What follows belongs to an exercise in optimizing a design on an open flow for a short achievable clock period and few clock cycles; a production flow would make more cautious choices.
Only simulation tests tie the RTL to the original design; equivalence was not proved.
Power is estimated from default activity; no workload was simulated.

==> flow/design.v (excerpt) <==
module il_core (
    input  wire        clk,
    input  wire        rst,
    input  wire        start,
    input  wire [15:0] prog_len,
    output wire        busy,
    output wire [15:0] acc,
    output wire [15:0] last_line,
    output wire [4:0]  esp,
    output wire [4:0]  csp,
    output wire        prog_valid,
    output wire [15:0] prog_addr,
    input  wire        prog_ready,
    input  wire [15:0] prog_word,
    input  wire [15:0] prog_opr,
    output wire        mem_valid,
    output wire        mem_we,
    output wire [1:0]  mem_region,
    output wire [4:0]  mem_slot,
    output wire [15:0] mem_wdata,
    input  wire        mem_ready,
    input  wire [15:0] mem_rdata
);
Size: about 7500 cells after synthesis, roughly 1400 flip-flops, about 150 I/O pins, ~84000 sq um of cells after synthesis.
clock: 8.0 ns
lec_check: 0
cap_margin: 30
core_margin: 2
core_utilization: 40
setup_slack_margin: 5.0
slew_margin: 20
run.sh (not shown) runs the stock make flow with config.mk's settings and CLKGATE_MAP_FILE= SYNTH_SCRIPT=/design/flow/synth_recipe.tcl, a recipe that flattens the netlist after the stock synthesis.
Testbench counts at the start, summed over its fixed seeds: cycles 54,074.
Edit:
--- a/flow/design.v
+++ b/flow/design.v
@@ -157,20 +157,19 @@
     wire e_run  = e_v && (e_ph == PH_RUN) && !e_stall;
     wire e_cm   = e_v && (e_ph == PH_CMEM);
     wire e_cond = acc_nz ^ e_n;
     assign mem_valid  = m_req & (!e_ksr | (acc_nz ^ e_n)) & !(w_pend & e_nacc);
     assign mem_we     = e_we;
     assign mem_region = e_region;
     assign mem_slot   = e_slot;
     wire   mhs        = mem_valid & mem_ready;
     reg        wsw, wsb, wss, wnb;    
-    reg [15:0] accb_r;
-    assign mem_wdata  = ({16{wsw}} & (accb_r ^ {16{wnb}})) |
+    assign mem_wdata  = ({16{wsw}} & ~(acc_r ^ {16{wnb}})) |
                         {15'd0, (wsb & ~(acc_nz ^ wnb)) | wss};
     wire [15:0] rdm   = {mem_rdata[15:1] & {15{e_region[1]}}, mem_rdata[0]};
     wire [15:0] rd_inv = rdm ^ {{15{e_rinv & e_region[1]}}, e_rinv};    
     wire [15:0] rd_bin = rdm ^ {16{e_n}};          
     wire [4:0]  top_op = estk_op[0];
     wire        top_n  = estk_n[0];
     wire [15:0] top_a  = estk_a[0];
     function [15:0] s16;
         input [16:0] x;
@@ -315,19 +314,19 @@
         begin
             if (x[15:12] != 4'd0)     lzc = {3'd0, lz4(x[15:12])};
             else if (x[11:8] != 4'd0) lzc = {3'd1, lz4(x[11:8])};
             else if (x[7:4] != 4'd0)  lzc = {3'd2, lz4(x[7:4])};
             else if (x[3:0] != 4'd0)  lzc = {3'd3, lz4(x[3:0])};
             else                      lzc = 5'd16;
         end
     endfunction
     wire [15:0] capA = e_kcls ? top_a : acc_r;
-    wire [15:0] capB = e_memreq ? rd_bin : (e_kcls ? c_b : e_vimm);
+    wire [15:0] capB = mhs ? rd_bin : (e_kcls ? c_b : e_vimm);
     wire [4:0]  lzA  = lzc(capA);
     wire [4:0]  lzB  = lzc(capB);
     reg  [4:0]  dS_r;
     reg         dZ_r;
     wire [15:0] dD1 = dD >> 1;
     wire [16:0] d_t = {1'b0, dR} - {1'b0, dD};
     wire        d_ge = !d_t[16];
     wire [16:0] d_u = {1'b0, dR} - {1'b0, dD1};
     wire [17:0] d_x = {2'b0, dR};
@@ -426,29 +425,29 @@
     end
     wire        t_bin  = mem_ready & em_bin;
     wire        t_rd   = mem_ready & em_rd;
     wire        t_lg   = mem_ready & em_lg;
     wire        s_mul  = e_v & (e_ph == PH_MUL3);
     wire        s_div  = e_v & (e_ph == PH_DIVI) & !dZero & (dCnt[3:1] == 3'd0);
     wire [15:0] y_div  = dCnt[0] ? {dQ[13:0], d_ge, d_ge2} : {dQ[14:0], d_ge};
     wire        nz_div = (dCnt[0] ? (dQ[13:0] != 14'd0) || d_ge2 : (dQ[14:0] != 15'd0)) || d_ge;
     wire        s_oth  = o_en & !o_yr & !o_yc & !s_mul & !s_div;
-    wire        s_yw   = w_pend & !o_en;
-    wire        s_hold = !(o_en | w_pend);
-    wire [15:0] acc_e  = ({16{o_yr}} & yr) | ({16{o_yc}} & yc) | ({16{s_yw}} & yw) |
+    wire        s_yw   = w_pend & !t_rd & !o_en;
+    wire        s_hold = !(t_rd | t_lg | o_en | w_pend);
+    wire [15:0] acc_nx = ({16{t_rd}} & rd_inv) | ({16{t_lg}} & ylg) |
+                         ({16{o_yr}} & yr) | ({16{o_yc}} & yc) | ({16{s_yw}} & yw) |
                          ({16{s_mul}} & mfin) | ({16{s_div}} & y_div) |
                          ({16{s_oth}} & o_val) | ({16{s_hold}} & acc_r);
-    wire        nz_e   = (o_yr & alu_nz(e_op, acc_r, e_vimm)) | (o_yc & yc_nz) |
+    wire        lg_nz  = alu_nz(e_op, acc_r, rd_bin);
+    wire        nz_nx  = (t_rd & (rd_inv != 16'd0)) | (t_lg & lg_nz) |
+                         (o_yr & alu_nz(e_op, acc_r, e_vimm)) | (o_yc & yc_nz) |
                          (s_yw & alu_nz(w_op, acc_r, w_b)) | (s_mul & !sum_zero(mf_s2, mf_c2)) | (s_div & nz_div) |
                          (s_oth & o_nz) | (s_hold & acc_nz);
-    wire        lg_nz  = alu_nz(e_op, acc_r, rd_bin);
-    wire [15:0] acc_nx = t_lg ? ylg : (t_rd ? rd_inv : acc_e);
-    wire        nz_nx  = t_lg ? lg_nz : (t_rd ? (rd_inv != 16'd0) : nz_e);
     wire        hs       = pv && prog_ready;
     wire        lt_pa1   = (pa1 < plen);
     wire        lt_opr   = (prog_opr < plen);
     wire        lt_ctop  = (ctop < plen);
     reg         q_mod;
     always @(*) begin
         q_mod = 1'b0;
         for (k = 0; k < QD; k = k + 1)
             if (qv[k] && q[k][QW-4]) q_mod = 1'b1;
@@ -589,19 +588,18 @@
             ph_run_r <= 1'b1;
             m_req  <= 1'b0;
             spec   <= 1'b0;
             redir  <= 1'b0;
             w_pend <= 1'b0;
             pa       <= 16'd0;
             e_slot   <= 5'd0;
             e_region <= 2'd0;
             acc_r  <= 16'd0;
-            accb_r <= 16'hFFFF;
             acc_nz <= 1'b0;
             esp_r  <= 5'd0;
             esp_z  <= 1'b1;
             esp_f  <= 1'b0;
             ed_z   <= 1'b1;
             ed_f   <= 1'b0;
             csp_r  <= 5'd0;
             edisc  <= 16'd0;
         end else if (!busy_r) begin
@@ -651,19 +649,18 @@
             m_req <= m_req_nx;
             if (e_accept) begin
                 e_ph <= PH_RUN;
                 ph_run_r <= 1'b1;
                 bd_r <= booth(src[46:31]);
                 {e_sp, e_nacc, e_fin, e_mod, e_we, e_rinv, e_memreq, e_slot, e_region, e_line1, e_vimm,
                  e_opr, e_c, e_n, e_i, e_op, e_kind} <= b_v ? q[0] : p_ent;
             end
             acc_r  <= acc_nx;
-            accb_r <= ~acc_nx;
             acc_nz <= nz_nx;
             w_pend <= t_bin;
             w_op   <= e_op;
             w_b    <= rd_bin;
             if (e_v) begin
                 case (e_ph)
                 PH_RUN: if (!e_stall) begin
                     if (e_kopen) begin
                         if (mhs || !e_memreq) begin
After rerunning:
- design area came out lower by 2.9%
- utilization came out lower by 0.82 points
- clock-buffer cell count came out lower by 9
- via count came out lower by 4.6%
- die area came out lower by 1.5%
- setup slack gains 0.11 ns
- synthesized cell count came out lower by 1.5%
- wire length came out lower by 6.1%
- combinational power came out lower by 43%
- sequential cell count came out lower by 16
- cell count came out lower by 2.8%
- total power came out lower by 7.8%
- area after synthesis came out lower by 1.5%
- critical path depth came out lower by 10
Testbench counts after the change, summed over its fixed seeds: cycles 54,074.

## separate check: timing with driven ports
Ports are ideal in the flow. The routed layouts listed here were re-timed in OpenROAD.
Step 1 (the two cells are an assumption about what drives the block):
set clk [get_ports {clk}]
set_driving_cell -lib_cell sky130_fd_sc_hd__clkbuf_16 $clk
set_driving_cell -lib_cell sky130_fd_sc_hd__buf_2 [delete_from_list [all_inputs] $clk]
Step 2 also shifts input and output timing later by t, the mid clock arrival at the registers, as if the neighbouring blocks saw the same clock.
a / b / c = ideal / step 1 / step 2; a / b = the first two.
run	t, ns	setup WS [ns]	latest minus earliest clock arrival (ns)	worst data-port slew with drivers (ns)
the first run	0.900	4.043 / 4.043 / 3.244	0.098 / 0.098	0.17
the second run	0.901	4.151 / 4.062 / 3.218	0.054 / 0.054	0.21
After both steps setup and hold are still met in every run listed. The setup slack of the second run, which loses most, moves by -0.089 ns with the drivers and by -0.933 ns with both steps.
